Context: an optimization exercise on an open-source flow, tuned for small area, a short achievable clock period and few clock cycles per item. The choices shown serve that exercise and are no tape-out recipe.
Only simulation tests tie the RTL to the original design; equivalence was not proved.

## flow/run.sh

```bash
#!/bin/bash
# synth_recipe.tcl (not shown) runs the flow's synth.tcl, then flattens the netlist and writes it again
# the make line also repeats each setting of config.mk as NAME=value (left out here)
make -C /OpenROAD-flow-scripts/flow DESIGN_CONFIG=/design/flow/config.mk WORK_HOME=/design/flow/orfs CLKGATE_MAP_FILE= SYNTH_SCRIPT=/design/flow/synth_recipe.tcl finish
```

## flow/config.mk

```make
export PLATFORM = sky130hd
export DESIGN_NAME = cse_pixel
export DESIGN_NICKNAME = cse_pixel
export VERILOG_FILES = /design/flow/design.v
export SDC_FILE = /design/flow/constraint.sdc
export NUM_CORES = 4
export LEC_CHECK = 0
export ABC_AREA = 1
export CAP_MARGIN = 20
export CORE_MARGIN = 2
export CORE_UTILIZATION = 40
export CTS_CLUSTER_DIAMETER = 150
export CTS_CLUSTER_SIZE = 24
export SLEW_MARGIN = 20
```

## flow/constraint.sdc

```tcl
create_clock -name core_clock -period 95.0 [get_ports {clk}]
set_input_delay 19.0000 -clock core_clock [delete_from_list [all_inputs] [get_ports {clk}]]
set_output_delay 19.0000 -clock core_clock [all_outputs]
set_load 0.01 [all_outputs]
```

## flow/design.v

```verilog
module cse_tohsv (
    input  wire [7:0] a,
    input  wire [7:0] b,
    input  wire [7:0] c,
    input  wire       fwd,
    output wire [7:0] mx,
    output wire [7:0] delta,
    output wire [7:0] hb_s,     
    output wire [7:0] lb_s,
    output wire [7:0] hb_u,     
    output wire [7:0] lb_u,
    output wire [1:0] sel,      
    output wire       neg       
);
    wire [7:0] x_ab, x_bc, x_ca, i_ab, i_bc, i_ca;
    wire       g_ab, g_bc, g_ca, e_ab, e_bc, e_ca;
    cse_rca #(8) u_ab (.a(a), .b(~b), .ci(1'b0), .s(x_ab), .co(g_ab));
    cse_rca #(8) u_bc (.a(b), .b(~c), .ci(1'b0), .s(x_bc), .co(g_bc));
    cse_rca #(8) u_ca (.a(c), .b(~a), .ci(1'b0), .s(x_ca), .co(g_ca));
    cse_rca #(8) u_iab (.a(x_ab), .b(8'd0), .ci(1'b1), .s(i_ab), .co(e_ab));    
    cse_rca #(8) u_ibc (.a(x_bc), .b(8'd0), .ci(1'b1), .s(i_bc), .co(e_bc));
    cse_rca #(8) u_ica (.a(x_ca), .b(8'd0), .ci(1'b1), .s(i_ca), .co(e_ca));
    wire l_ab = ~g_ab & ~e_ab;              
    wire l_bc = ~g_bc & ~e_bc;
    wire l_ca = ~g_ca & ~e_ca;
    wire [7:0] m_ab = g_ab ? x_ab : ~i_ab;  
    wire [7:0] m_bc = g_bc ? x_bc : ~i_bc;
    wire [7:0] m_ca = g_ca ? x_ca : ~i_ca;
    wire amax = ~l_ab & ~g_ca;               
    wire bmax = ~amax & ~l_bc;               
    wire amin = ~g_ab & ~l_ca;               
    wire bmin = ~amin & ~g_bc;
    assign mx = amax ? a : bmax ? b : c;
    wire cmid = (amax & bmin) | (bmax & amin);
    wire amid = ~amax & ~amin;
    wire [7:0] dm1 = cmid ? m_ab : amid ? m_bc : m_ca;
    wire [7:0] dl;
    wire       dc;
    cse_rca #(8) u_dl (.a(dm1), .b(8'd0), .ci(1'b1), .s(dl), .co(dc));
    assign delta = dl;
    wire dnz = ~dc;                          
    assign hb_s = dm1 & {8{dnz}};
    assign lb_s = ~dm1 & {8{dnz}};
    wire sa = fwd ? amin : amax;
    wire sb = fwd ? bmin : bmax;
    assign sel = sa ? 2'd0 : sb ? 2'd1 : 2'd2;
    wire [7:0] am1 = sa ? m_bc : sb ? m_ca : m_ab;    
    wire       lt  = sa ? l_bc : sb ? l_ca : l_ab;
    wire       anz = sa ? ~e_bc : sb ? ~e_ca : ~e_ab;
    assign hb_u = am1 & {8{anz}};
    assign lb_u = ~am1 & {8{anz}};
    assign neg  = lt ^ fwd;
endmodule
module cse_hue (
    input  wire [1:0] sel,
    input  wire       neg,
    input  wire [7:0] u,
    output wire [7:0] h
);
    wire [4:0] dd;
    wire       ddc;
    cse_rca #(5) u_dd (.a({1'b0, u[3:0]}), .b(~{1'b0, u[7:4]}), .ci(1'b1), .s(dd), .co(ddc));
    reg [4:0] rho;
    integer k;
    always @(*) begin
        rho = 5'd0;
        for (k = -15; k <= 15; k = k + 1)
            if (dd == k[4:0]) rho = ((4 * k) % 17 + 17) % 17;
    end
    reg [5:0] a;
    reg [1:0] r3;
    reg [2:0] t3;
    integer j;
    always @(*) begin
        r3 = 2'd0;
        for (j = 6; j >= 0; j = j - 1) begin
            t3 = {r3, u[j+1]};
            if (j < 6) a[j] = t3[2] | (t3[1] & t3[0]);
            r3 = (t3[2] | (t3[1] & t3[0])) ? t3 - 3'd3 : t3[1:0];
        end
    end
    wire [4:0] b  = {r3, u[0], 2'b00};
    wire       nz = (u != 8'd0);
    wire       nr = neg & nz & (sel == 2'd0);
    wire       ng = neg & nz & (sel != 2'd0);
    wire [4:0] x1, x2;
    wire       b_gt_r, r_gt_b;
    cse_rca #(5) u_c1 (.a(b), .b(~rho), .ci(1'b0), .s(x1), .co(b_gt_r));
    cse_rca #(5) u_c2 (.a(rho), .b(~b), .ci(1'b0), .s(x2), .co(r_gt_b));
    wire [5:0] x3;
    wire       c3;                      
    cse_rca #(6) u_c3 (.a({1'b0, b}), .b(~({1'b0, rho} + 6'd8)), .ci(1'b1), .s(x3), .co(c3));
    wire rz = (rho == 5'd0);
    reg [1:0] dp;
    reg       dm;
    always @(*) begin
        dm = 1'b0;
        dp = 2'd0;
        if (ng)      dp = rz ? {1'b0, b != 5'd0} : {c3, ~c3};
        else if (nr) dp = {1'b0, b_gt_r};
        else         dm = r_gt_b;
    end
    wire [5:0] g;
    wire       gc;
    cse_rca #(6) u_g (.a(a), .b(dm ? 6'h3f : {4'd0, dp}), .ci(1'b0), .s(g), .co(gc));
    wire [7:0] hb = nr ? 8'd255 : (sel == 2'd0) ? 8'd0 : (sel == 2'd1) ? 8'd85 : 8'd170;
    wire       sb = nr | ng;
    wire [7:0] hh;
    wire       hc;
    cse_rca #(8) u_h (.a(hb), .b(sb ? ~{2'b00, g} : {2'b00, g}), .ci(sb), .s(hh), .co(hc));
    assign h = (nr & (u < 8'd5)) ? 8'd0 : hh;       
endmodule
module cse_torgb_if (
    input  wire [7:0] h,
    output reg  [2:0] i,
    output wire [5:0] fq
);
    reg [8:0] base;
    always @(*) begin
        if      (h == 8'd255) begin i = 3'd0; base = 9'd510; end
        else if (h >= 8'd213) begin i = 3'd5; base = 9'd425; end
        else if (h >= 8'd170) begin i = 3'd4; base = 9'd340; end
        else if (h >= 8'd128) begin i = 3'd3; base = 9'd255; end
        else if (h >= 8'd85)  begin i = 3'd2; base = 9'd170; end
        else if (h >= 8'd43)  begin i = 3'd1; base = 9'd85;  end
        else                  begin i = 3'd0; base = 9'd0;   end
    end
    wire [8:0] us;
    wire       uc;
    cse_rca #(9) u_u (.a({h, 1'b0}), .b(~base), .ci(1'b1), .s(us), .co(uc));
    wire [6:0] uu = us[6:0];                        
    wire signed [4:0] dd = $signed({1'b0, uu[3:0]}) - $signed({2'b00, uu[6:4]});
    reg [4:0] rho;
    integer k;
    always @(*) begin
        rho = 5'd0;
        for (k = -7; k <= 15; k = k + 1)
            if (dd == k) rho = ((12 * k) % 17 + 17) % 17;
    end
    wire [5:0] y = {uu[3:0], 2'b00} + {uu[2:0], 3'b000} - {1'b0, rho};
    wire [5:0] f = y + {y[0], 5'b00000} + {y[1:0], 4'b0000};
    assign fq = i[0] ? f : 6'd59 - f;
endmodule
module cse_torgb_mul (
    input  wire [7:0]  v,
    input  wire [7:0]  s,
    input  wire [5:0]  fq,
    output wire [7:0]  pc,       
    output wire [13:0] pf,       
    output wire [6:0]  w         
);
    wire [15:0] A;
    cse_mul #(8, 8) u_a (.a(v), .b(s), .c(16'd0), .p(A));
    wire [7:0] xs;
    wire       xc;
    cse_rca #(8) u_x (.a(A[15:8]), .b(A[7:0]), .ci(1'b0), .s(xs), .co(xc));
    wire ge = xc | (&xs);                           
    wire [7:0] p1, r2;
    wire       c1, c2;
    cse_rca #(8) u_p1 (.a(A[15:8]), .b(8'd0), .ci(ge), .s(p1), .co(c1));
    cse_rca #(8) u_r2 (.a(xs), .b(8'd0), .ci(ge), .s(r2), .co(c2));
    wire [7:0] pcs;
    wire       c3;
    cse_rca #(8) u_pc (.a(p1), .b(8'd0), .ci(r2 != 8'd0), .s(pc), .co(c3));
    wire [13:0] rf;
    cse_mul #(8, 6) u_rf (.a(r2), .b(fq), .c(14'd0), .p(rf));
    wire [7:0] zs;
    wire       zc;
    cse_rca #(8) u_z (.a({2'b00, rf[13:8]}), .b(rf[7:0]), .ci(1'b0), .s(zs), .co(zc));
    wire [6:0] w1;
    wire       wc;
    cse_rca #(7) u_w (.a({1'b0, rf[13:8]}), .b(7'd58), .ci(zc), .s(w1), .co(wc));
    assign w = w1 + {6'd0, (zs != 8'd0) | zc};
    cse_mul #(8, 6) u_pf (.a(p1), .b(fq), .c(14'd0), .p(pf));
endmodule
module cse_d59 (
    input  wire [5:0] rem,
    input  wire       nb,
    output wire       q,
    output wire [5:0] ro
);
    wire [6:0] t = {rem, nb};
    assign q  = (t >= 7'd59);
    assign ro = q ? t - 7'd59 : t[5:0];
endmodule
module cse_torgb_out (
    input  wire [2:0] i,
    input  wire [7:0] v,
    input  wire [7:0] pc,
    input  wire [7:0] xq,        
    output reg  [7:0] r,
    output reg  [7:0] g,
    output reg  [7:0] b
);
    wire [7:0] p, x;
    wire       c1, c2;
    cse_rca #(8) u_p (.a(v), .b(~pc), .ci(1'b1), .s(p), .co(c1));
    cse_rca #(8) u_x (.a(v), .b(~xq), .ci(1'b1), .s(x), .co(c2));
    always @(*) begin
        case (i)
            3'd0:    begin r = v; g = x; b = p; end
            3'd1:    begin r = x; g = v; b = p; end
            3'd2:    begin r = p; g = v; b = x; end
            3'd3:    begin r = p; g = x; b = v; end
            3'd4:    begin r = x; g = p; b = v; end
            default: begin r = v; g = p; b = x; end
        endcase
    end
endmodule
module cse_rca #(parameter W = 8) (
    input  wire [W-1:0] a,
    input  wire [W-1:0] b,
    input  wire         ci,
    output reg  [W-1:0] s,
    output reg          co
);
    integer i;
    reg c;
    always @(*) begin
        c = ci;
        for (i = 0; i < W; i = i + 1) begin
            s[i] = a[i] ^ b[i] ^ c;
            c    = (a[i] & b[i]) | (a[i] & c) | (b[i] & c);
        end
        co = c;
    end
endmodule
module cse_mul #(parameter WA = 8, parameter WB = 8) (
    input  wire [WA-1:0]    a,
    input  wire [WB-1:0]    b,
    input  wire [WA+WB-1:0] c,
    output wire [WA+WB-1:0] p
);
    localparam W = WA + WB;
    reg [W-1:0] s, cc, z, ns, nc, res;
    reg cy;
    integer r, k;
    always @(*) begin
        s  = c;
        cc = {W{1'b0}};
        for (r = 0; r < WB; r = r + 1) begin
            z = {{WB{1'b0}}, a & {WA{b[r]}}} << r;
            for (k = 0; k < W; k = k + 1) begin
                ns[k] = s[k] ^ cc[k] ^ z[k];
                nc[k] = (s[k] & cc[k]) | (s[k] & z[k]) | (cc[k] & z[k]);
            end
            s  = ns;
            cc = {nc[W-2:0], 1'b0};
        end
        cy = 1'b0;
        for (k = 0; k < W; k = k + 1) begin
            res[k] = s[k] ^ cc[k] ^ cy;
            cy     = (s[k] & cc[k]) | (s[k] & cy) | (cc[k] & cy);
        end
    end
    assign p = res;
endmodule
module cse_stretch (
    input  wire [7:0] x,
    input  wire [7:0] hi,
    output wire [7:0] d,
    output wire [7:0] hb,       
    output wire [7:0] lb        
);
    assign d = (hi == 8'd0) ? 8'd255 : hi;
    wire [7:0] df;
    wire       ge;              
    cse_rca #(8) u_cmp (.a(x), .b(~d), .ci(1'b1), .s(df), .co(ge));
    wire [7:0] n = ge ? d : x;
    wire [7:0] m;
    wire       mc;
    cse_rca #(8) u_dec (.a(n), .b(8'hff), .ci(1'b0), .s(m), .co(mc));
    assign hb = m & {8{mc}};    
    assign lb = ~m & {8{mc}};
endmodule
module cse_dstep (
    input  wire [7:0] rem,
    input  wire       nb,
    input  wire [7:0] d,
    output wire       q,
    output wire [7:0] ro
);
    wire [8:0] r2 = {rem, nb};
    wire [8:0] df;
    wire       co;
    cse_rca #(9) u_sub (.a(r2), .b(~{1'b0, d}), .ci(1'b1), .s(df), .co(co));
    assign q  = co;
    assign ro = co ? df[7:0] : r2[7:0];
endmodule
module cse_pixel (
    input  wire       clk,
    input  wire       rst,
    input  wire       in_valid,
    output wire       in_ready,
    input  wire [2:0] in_op,
    input  wire [7:0] in_a,
    input  wire [7:0] in_b,
    input  wire [7:0] in_c,
    input  wire [7:0] in_k,
    input  wire [7:0] in_shi,
    input  wire [7:0] in_vhi,
    output reg        out_valid,
    input  wire       out_ready,
    output reg  [7:0] out_a,
    output reg  [7:0] out_b,
    output reg  [7:0] out_c,
    output reg  [7:0] out_k
);
    localparam OP_RGB2HSV    = 3'd0;
    localparam OP_HSV2RGB    = 3'd1;
    localparam OP_SV_STRETCH = 3'd2;
    localparam OP_ENH_FWD    = 3'd3;
    localparam OP_ENH_BWD    = 3'd4;
    reg  kv;                     
    reg  rdy;                    
    wire adv = ~kv;              
    assign in_ready = rdy;
    reg       v0;
    reg [2:0] op0;
    reg [7:0] a0, b0, c0, ks0, vhi0;
    always @(posedge clk) begin
        if (adv) begin
            op0 <= in_op; a0 <= in_a; b0 <= in_b; c0 <= in_c; vhi0 <= in_vhi;
            ks0 <= (in_op == OP_ENH_BWD) ? in_k : in_shi;
        end
    end
    wire fwd1 = (op0 == OP_ENH_FWD);
    wire hsv1 = (op0 == OP_RGB2HSV) | fwd1;
    wire [7:0] mx1, dl1, hbs1, lbs1, hbu1, lbu1;
    wire [1:0] sel1;
    wire       neg1;
    cse_tohsv u_hsv (
        .a(a0), .b(b0), .c(c0), .fwd(fwd1),
        .mx(mx1), .delta(dl1), .hb_s(hbs1), .lb_s(lbs1), .hb_u(hbu1), .lb_u(lbu1),
        .sel(sel1), .neg(neg1)
    );
    wire [7:0] dsa, hsa, lsa, dsb, hsb, lsb;
    cse_stretch u_sa (.x(b0), .hi((op0 == OP_SV_STRETCH) ? ks0 : 8'd0),
                      .d(dsa), .hb(hsa), .lb(lsa));
    cse_stretch u_sb (.x(c0), .hi((op0 == OP_SV_STRETCH || op0 == OP_ENH_BWD) ? vhi0 : 8'd0),
                      .d(dsb), .hb(hsb), .lb(lsb));
    wire [2:0] i1;
    wire [5:0] fq1;
    cse_torgb_if u_if (.h(a0), .i(i1), .fq(fq1));
    wire [7:0] da1 = hsv1 ? mx1  : dsa;
    wire [7:0] ha1 = hsv1 ? hbs1 : hsa;
    wire [7:0] la1 = hsv1 ? lbs1 : lsa;
    wire [7:0] db1 = hsv1 ? dl1  : dsb;
    wire [7:0] hb1 = hsv1 ? hbu1 : hsb;
    wire [7:0] lb1 = hsv1 ? lbu1 : lsb;
    wire [8:0] x1  = hsv1 ? {6'd0, neg1, sel1} : {i1, fq1};
    wire [7:0] ra1a, ra1b, ra1c, rb1a, rb1b, rb1c;
    wire       qa17, qa16, qa15, qb17, qb16, qb15;
    cse_dstep u_a7 (.rem(ha1),  .nb(la1[7]), .d(da1), .q(qa17), .ro(ra1a));
    cse_dstep u_a6 (.rem(ra1a), .nb(la1[6]), .d(da1), .q(qa16), .ro(ra1b));
    cse_dstep u_a5 (.rem(ra1b), .nb(la1[5]), .d(da1), .q(qa15), .ro(ra1c));
    cse_dstep u_b7 (.rem(hb1),  .nb(lb1[7]), .d(db1), .q(qb17), .ro(rb1a));
    cse_dstep u_b6 (.rem(rb1a), .nb(lb1[6]), .d(db1), .q(qb16), .ro(rb1b));
    cse_dstep u_b5 (.rem(rb1b), .nb(lb1[5]), .d(db1), .q(qb15), .ro(rb1c));
    wire pass1 = (op0 == OP_HSV2RGB) | (op0 == OP_ENH_BWD);
    reg       v1;
    reg [2:0] op1;
    reg [7:0] da2, ra2, db2, rb2;
    reg [4:0] la2, lb2;
    reg [2:0] qa2, qb2;
    reg [8:0] x2;
    always @(posedge clk) begin
        if (adv) begin
            op1 <= op0; x2 <= x1;
            da2 <= pass1 ? ks0 : da1; ra2 <= ra1c; la2 <= la1[4:0]; qa2 <= {qa17, qa16, qa15};
            db2 <= db1; rb2 <= rb1c; lb2 <= lb1[4:0]; qb2 <= {qb17, qb16, qb15};
        end
    end
    wire [7:0] ra [0:5];
    wire [7:0] rb [0:5];
    wire [4:0] qa5, qb5;
    wire       pass2 = (op1 == OP_HSV2RGB) | (op1 == OP_ENH_BWD);
    wire [7:0] dae2  = da2 | {8{pass2}};
    assign ra[0] = ra2;
    assign rb[0] = rb2;
    genvar j;
    generate for (j = 0; j < 5; j = j + 1) begin : g_s2
        cse_dstep u_sa (.rem(ra[j]), .nb(la2[4-j]), .d(dae2), .q(qa5[4-j]), .ro(ra[j+1]));
        cse_dstep u_sb (.rem(rb[j]), .nb(lb2[4-j]), .d(db2), .q(qb5[4-j]), .ro(rb[j+1]));
    end endgenerate
    reg       v2;
    reg [2:0] op2;
    reg [7:0] da3, db3, qa, qb;
    reg [8:0] x3;
    always @(posedge clk) begin
        if (adv) begin
            op2 <= op1; x3 <= x2;
            da3 <= da2; qa <= {qa2, qa5};
            db3 <= db2; qb <= {qb2, qb5};
        end
    end
    wire       dz3  = (db3 == 8'd0);
    wire       fw3  = (op2 == OP_ENH_FWD);
    wire       hsv3 = (op2 == OP_RGB2HSV) | fw3;
    wire [7:0] hue3;
    cse_hue u_hue (.sel(x3[1:0]), .neg(x3[2]), .u(qb), .h(hue3));
    wire [7:0]  pc3;
    wire [13:0] pf3;
    wire [6:0]  w3;
    cse_torgb_mul u_mul (.v(qb), .s(qa), .fq(x3[5:0]), .pc(pc3), .pf(pf3), .w(w3));
    reg       v3;
    reg [2:0] op3;
    reg [7:0] fv4, fp4, fk4;
    reg [13:0] fn4;
    reg [6:0] fw4;
    reg [2:0] fi4;
    always @(posedge clk) begin
        if (adv) begin
            op3 <= op2;
            fi4 <= x3[8:6];
            fw4 <= w3;
            if (hsv3) begin
                fv4 <= dz3 ? 8'd0 : hue3;
                fp4 <= dz3 ? 8'd0 : fw3 ? 8'd255 : qa;
                fn4 <= {6'd0, fw3 ? db3 : da3};
                fk4 <= fw3 ? ~da3 : 8'd0;
            end else begin
                fv4 <= qb;
                fp4 <= pc3;
                fn4 <= pf3;
                fk4 <= da3;          
            end
        end
    end
    wire [13:0] n4;
    wire        nc4;
    cse_rca #(14) u_n (.a(fn4), .b({7'd0, fw4}), .ci(1'b0), .s(n4), .co(nc4));
    wire [5:0] r59 [0:8];
    wire [7:0] xq4;
    assign r59[0] = n4[13:8];
    generate for (j = 0; j < 8; j = j + 1) begin : g_59
        cse_d59 u_d (.rem(r59[j]), .nb(n4[7-j]), .q(xq4[7-j]), .ro(r59[j+1]));
    end endgenerate
    wire [2:0] op4 = op3;
    wire [7:0] fv5 = fv4, fp5 = fp4, fk5 = fk4;
    wire [2:0] fi5 = fi4;
    wire [7:0] fx5 = fn4[7:0];
    wire       v4r = v3;
    wire [7:0] rr5, rg5, rb5;
    cse_torgb_out u_out (.i(fi5), .v(fv5), .pc(fp5), .xq(xq4),
                         .r(rr5), .g(rg5), .b(rb5));
    wire [7:0] er, eg, eb;
    wire       cr, cg, cb;
    cse_rca #(8) u_er (.a(~rr5), .b(~fk5), .ci(1'b1), .s(er), .co(cr));
    cse_rca #(8) u_eg (.a(~rg5), .b(~fk5), .ci(1'b1), .s(eg), .co(cg));
    cse_rca #(8) u_eb (.a(~rb5), .b(~fk5), .ci(1'b1), .s(eb), .co(cb));
    reg [31:0] res;
    always @(*) begin
        case (op4)
            OP_RGB2HSV, OP_ENH_FWD:    res = {fv5, fp5, fx5, fk5};
            OP_HSV2RGB, OP_SV_STRETCH: res = {rr5, rg5, rb5, 8'd0};
            OP_ENH_BWD: res = {er & {8{cr}}, eg & {8{cg}}, eb & {8{cb}}, 8'd0};
            default:    res = 32'd0;
        endcase
    end
    reg [31:0] skid;
    always @(posedge clk) begin
        if (rst) begin
            v0 <= 1'b0; v1 <= 1'b0; v2 <= 1'b0; v3 <= 1'b0;
            out_valid <= 1'b0; kv <= 1'b0; rdy <= 1'b1;
        end else begin
            if (adv) begin
                v0 <= in_valid; v1 <= v0; v2 <= v1; v3 <= v2;
            end
            if (kv) begin
                if (out_ready) begin
                    out_valid <= 1'b1;
                    kv <= 1'b0;
                    rdy <= 1'b1;
                end
            end else if (out_ready || !out_valid) begin
                out_valid <= v4r;
            end else if (v4r) begin
                kv <= 1'b1;
                rdy <= 1'b0;
            end
        end
    end
    always @(posedge clk) begin
        if (kv) begin
            if (out_ready) {out_a, out_b, out_c, out_k} <= skid;
        end else if (out_ready || !out_valid) begin
            {out_a, out_b, out_c, out_k} <= res;
        end else begin
            skid <= res;
        end
    end
endmodule
```

==> qor.yml, run 1 <==
status: "complete, no violations"
wl_met2_mm: 31.4
synth_top_family_by_area: "adder cells"
synth_cell_types: 61
yosys.area.top_type_share_pct: 29.6
cts.sinks: 269
start_kind: "flop"
worst_pin_slew_ns: 1.06
num_io_pins: 89
cts_hold_buf: 0
cts_buffers: 15
synth-edff-count: 262
ff2ff_path_depth: 70
grt_overflow: 0
cts_max_level: 1
wl_mm: 62.6
ys_async_sr_fraction_pct: 0
synth-compound-area-share_pct: 9.60
viasPerCell: 5.00
drive_gt1_share_pct: 3.73
ys_seq_area_share_pct: 30.1
die_x_um: 262
maxCapViolations: 0
cts_tree: "done"
core_sq_um: 65900
post_drt_wl_per_cell_um: 16.0
vias: 19600
top_layer: "met4"
antenna_found_initial: 0
cp.required_ns: 76.00
hold_violations: 0
io_buffers: 88
synth_simple_gate_area_share_pct: 16.4
hp-class: "flop to flop"
wl_met3_mm: 2.02
fin_setup_tns_ns: 0
dieArea_sq_um: 68600
finalCriticalPeriod_ns: 20.48
cts_setup_buffers: 0
wl_met1_mm: 27.8
rows: 94
worstSetupPathType: "flop to output port"
clk_latency_ns: 0.53
final_cell_mix: "nand2_1 (660), inv_1 (585), fa_1 (305)"
synth.avg_cell_area_sq_um: 8.87
drv_slew: 0
syn_area_sq_um: 26600
path_clk_slew_ns: 0.11
drc_errors: 0
synth_mux_area_share_pct: 1.62
synth_ff_type: "edfxtp_1"
final_util_pct: 43.8
skew_ns: 0.0347
worstPathCellList: "clkdlybuf4s50_1"
hold_start: "x2[0]"
synth_area_leaders: "edfxtp_1 (30%), fa_1 (23%), nand2_1 (9.3%)"
synth-xor-area-share_pct: 2.17
setup_viol: 0
cp.depth: 1
fp.dieH_um: 262
grt_pass1_vias: 19500
relSlewSlack_pct: 29.0
mostFrequentLayoutCell: "nand2_1"
crit_fanout: 3
synth_seq_cells: 269
root_buffer: "clkbuf_16"
initial_core_util_pct: 40.4
fin_crit_sh_pct: 21.6
track_usage_pct: 18.8
grt_pass1_wl_mm: 103
syn_inst: 2999
holdPathStages: 0
drtIter0Drc: 1329
grt_max_degree: 100
crit_arrival_ns: 1.48
synth_top_cell_by_area: "edfxtp_1"
critPathBufInv: 1
syn2layout_area_growth_pct: 8.49
syn_nets: 3517
rsz0062_at_grt: "no"
yosysWarnings: 12
timing.hold.ws_ns: 0.426
rr_startpoint: "c0[0]"
postRouteAntennaNets: 0
antenna_cells: 0
hpwl_mm: 50.9
fmax_mhz: 48.8
crit_path_start: "out_valid"
cpPeakStageDelay_ns: 0.58
place.gp.congestion: 0.961
synth-adder-area-share_pct: 30.6
cts_resized: 0
worst_path_max_delay_cell: "clkdlybuf4s50_1"
drtPass1Iterations: 9
cts_max_path_buffers: 3
nets: 3566
crit_family: "buffers and inverters"
crit_path_end_kind: "output port"
[kinds of logic after synthesis]
group,count (synthesis)
mux,42
fa+ha+maj,470
flops,269
xor+xnor,59
buf+inv,673
simple gates,1052
compound gates,434
[sequential cells by signal (all words and copies together), names as in the netlist, 9 cells and up]
register,count
x3,9
skid,32
fn4,14
x2,9
[cell type report]
| class | instances | area, sq um |
|---|---|---|
| Fill cell | 6541 | 37000 |
| Multi-Input combinational cell | 2057 | 16100 |
| Sequential cell | 269 | 8010 |
| Inverter | 600 | 2260 |
| Tap cell | 864 | 1080 |
| Timing Repair Buffer | 105 | 1010 |
| Clock buffer | 20 | 394 |
| Clock inverter | 3 | 31.3 |
[cells in the mapped netlist (9+ instances only)]
master and instances:
edfxtp_1 262, nor2_1 210, a21oi_1 60, o311ai_0 12, o22ai_1 35, xnor2_1 11, o221ai_1 9, o21ai_0 224
xor2_1 40, ha_1 158, inv_1 586, mux2i_1 33, fa_1 305, nand2_1 660, nand3_1 92, nand4_1 10
o211ai_1 18, nand2_2 10, mux2_2 9, clkbuf_1 68, a31oi_1 9, nor3_1 20
[per-stage QoR]
stage                     worst slack, ns  cell area, sq um  cells
after CTS                           74.46             28900   3918
after global placement              74.35             28400   3895
after detailed placement            74.35             28400   3895
after floorplan                     74.03             26600   2999
final                               74.52             28900   3918
after global routing                74.44             28900   3918
[final timing paths]
kind	to	slack, ns
max reg2reg	ra2[2]	76.55
max	out_valid	74.52
min reg2reg	x3[0]	0.43
min	x3[0]	0.43
[routing by layer]
| layer | vias to the layer above | global-route usage [%] |
|---|---|---|
| li1 | 9704 | - |
| met2 | 373 | 33.9 |
| met1 | 9448 | 24.8 |
| met4 | 0 | 3.94 |
| met5 | - | 0 |
| met3 | 76 | 1.44 |
Testbench counts, summed over its fixed seeds: cycles 32,040, items 32,000.
==> run 2, diff against run 1 <==
==> flow/flow/run.sh (new file) <==
#!/bin/bash
# The standard layout, except that the buffers put on the input and
# output ports are buf_2 cells (the flow's default picks a delay buffer).
# Runs in the work folder; the make output goes to standard.log, and ORFS
# keeps each step's log under orfs/logs.
set -euo pipefail
echo 'export BUFFER_PORTS_ARGS = -buffer_cell sky130_fd_sc_hd__buf_2' >> config.mk
bash standard.sh > standard.log 2>&1
==> flow/standard.sh (new file) <==
#!/bin/bash
# synth_recipe.tcl (not shown) runs the flow's synth.tcl, then flattens the netlist and writes it again
# the make line also repeats each setting of config.mk as NAME=value (left out here)
make -C /OpenROAD-flow-scripts/flow DESIGN_CONFIG=/design/flow/config.mk WORK_HOME=/design/flow/orfs CLKGATE_MAP_FILE= SYNTH_SCRIPT=/design/flow/synth_recipe.tcl "${@:-finish}"
--- a/flow/config.mk
+++ b/flow/config.mk
@@ -12,3 +12,4 @@
 export CTS_CLUSTER_DIAMETER = 150
 export CTS_CLUSTER_SIZE = 24
 export SLEW_MARGIN = 20
+export BUFFER_PORTS_ARGS = -buffer_cell sky130_fd_sc_hd__buf_2
removed: flow/run.sh
==> qor.yml, run 2 <==
crit_arrival_ns: 1.07
fin_area_sq_um: 28400
grt_max_degree: 89
synth-xor-area-share_pct: 2.17
cts_setup_buffers: 0
ys_async_sr_fraction_pct: 0
cts_buffers: 15
final_cell_mix: "nand2_1 (660), inv_1 (585), fa_1 (305)"
mostFrequentLayoutCell: "nand2_1"
track_usage_pct: 19.0
root_buffer: "clkbuf_16"
fin_crit_sh_pct: 21.1
hp-class: "flop to flop"
top_register: "skid"
maxCapViolations: 0
synthMostInstantiatedCell: "nand2_1"
drv_slew: 0
fmax_mhz: 49.8
ys_seq_area_share_pct: 30.1
drc_errors: 0
grt_pass1_wl_mm: 103
synth_area_leaders: "edfxtp_1 (30%), fa_1 (23%), nand2_1 (9.3%)"
initial_core_util_pct: 40.4
drtPass1Iterations: 5
critPathBufInv: 1
yosysWarnings: 12
status: "complete, no violations"
synth_top_family_by_area: "adder cells"
start_kind: "flop"
syn_nets: 3517
fp.dieH_um: 262
wl_mm: 62.5
synthTopCellsByCount: "nand2_1 (660), inv_1 (586), fa_1 (305), edfxtp_1 (262), o21ai_0 (224)"
die_x_um: 262
viasPerCell: 5.02
worst_path_max_delay_cell: "edfxtp_1"
num_io_pins: 89
syn_area_sq_um: 26600
drive_gt1_share_pct: 6.68
cts_resized: 0
synth.avg_cell_area_sq_um: 8.87
grt_overflow: 0
cts_max_path_buffers: 3
cpPeakStageDelay_ns: 0.38
place.gp.congestion: 0.949
cp.depth: 1
crit_path_end_kind: "output port"
finalCriticalPeriod_ns: 20.07
postRouteAntennaNets: 0
dieArea_sq_um: 68600
worstPathCellList: "buf_2"
crit_family: "flip-flops"
drtIter0Drc: 1330
antenna_found_initial: 0
cts_max_level: 1
hpwl_mm: 50.9
seqCellArea_sq_um: 8010
cts_hold_buf: 0
core_sq_um: 65900
synth_top_cell_by_area: "edfxtp_1"
grt_pass1_vias: 19400
post_drt_wl_per_cell_um: 16.0
ff2ff_path_depth: 73
synth_mux_area_share_pct: 1.62
worst_pin_slew_ns: 0.961
vias: 19700
skew_ns: 0.0636
relSlewSlack_pct: 36.0
path_clk_slew_ns: 0.12
yosys.area.top_type_share_pct: 29.6
antenna_cells: 0
multi_input_area_sq_um: 16100
fin_setup_tns_ns: 0
cts_tree: "done"
synth-compound-area-share_pct: 9.60
crit_fanout: 1
nFillCells: 6620
nets: 3568
cts.sinks: 269
synth_ff_type: "edfxtp_1"
synth_seq_cells: 269
synth_simple_gate_area_share_pct: 16.4
synth-edff-count: 262
synth-adder-area-share_pct: 30.6
worstSetupPathType: "flop to output port"
reg_top3: "skid: 32 flops, fn4: 14 flops"
setup_viol: 0
holdPathStages: 0
rows: 94
placed_cell_area_sq_um: 28000
rsz0062_at_grt: "no"
syn2layout_area_growth_pct: 6.92
largest_register_ffs: 32
io_buffers: 88
synth_cell_types: 61
cp.required_ns: 76.00
clk_latency_ns: 0.55
hold_violations: 0
syn_inst: 2999
## run 2: cell counts after synthesis
No cell type changed its count.
## run 2: cell families (layout without fill, tap and decap cells)
group,Yosys count,in the layout
AND/OR/NAND/NOR,1052,1052
buffers and inverters,673,730
adder cells (fa/ha/maj),470,470
AO/OA/AOI/OAI,434,434
flip-flops,269,269
XOR/XNOR,59,59
multiplexers,42,42
## run 2: layout make-up
class / count / share of cell area [%]
inverters: 600 / 7.94
flip-flops and latches: 269 / 28.2
well taps: 864 / 3.80
clock inverters: 2 / 0.101
clock buffers: 21 / 1.40
repair buffers: 107 / 2.05
multi-input cells: 2057 / 56.6
## run 2: per-stage QoR
step	util, %	hold WS, ns	setup WS [ns]	std cells
floorplan	-	0.400	74.03	2999
global placement	42.5	0.404	74.78	3897
detailed placement	42.5	0.407	74.76	3897
CTS	43.2	0.421	74.90	3920
global route	43.2	0.435	74.87	3920
finish	43.2	0.414	74.93	3920
## run 2: path summary, 6_finish.rpt
check | from | end | slack [ns]
setup / recovery | out_b[4] | out_b[4] | 74.93
hold / removal | qa2[2] | qa[7] | 0.41
setup reg to reg | c0[0] | ra2[3] | 76.82
hold reg to reg | qa2[2] | qa[7] | 0.41
## run 2: metal layers
layer | track usage [%] | part of all wire (%) | vias up | routed length, um
met2 | 33.2 | 49 | 460 | 30600
met5 | 0 | 0 | - | 0
met3 | 1.88 | 4.1 | 98 | 2560
met4 | 5.49 | 3.2 | 0 | 2000
met1 | 25.0 | 44 | 9406 | 27400
li1 | - | - | 9710 | -

[re-timing with driven ports]
The results above use ideal ports. As a check the final layouts listed here were re-extracted and re-timed, cells and wires unchanged. Step 1 (the two cells are an assumption about what drives the block):
set clk [get_ports {clk}]
set_driving_cell -lib_cell sky130_fd_sc_hd__clkbuf_16 $clk
set_driving_cell -lib_cell sky130_fd_sc_hd__buf_2 [delete_from_list [all_inputs] $clk]
Step 2 adds t to the input delays and takes it off the output delays; t is the mean of the earliest and latest rising clock arrival at the registers after step 1. Input paths then give back, and output paths get back, about the clock's delay inside the block. Three values: ideal ports, drivers, drivers and shift; two values: the first two.
run	t (ns)	setup slack, ns	hold slack, ns	worst setup path after step 2	clock arrival spread, ns
run 1	0.574	74.516 / 74.459 / 74.418	0.426 / 0.426 / 0.426	input to register	0.040 / 0.040
run 2	0.578	74.934 / 74.875 / 74.797	0.414 / 0.414 / 0.414	input to register	0.064 / 0.064
After both steps setup and hold are still met in every run listed. The setup slack of run 2, which loses most, moves by -0.059 ns with the drivers and by -0.137 ns with both steps.
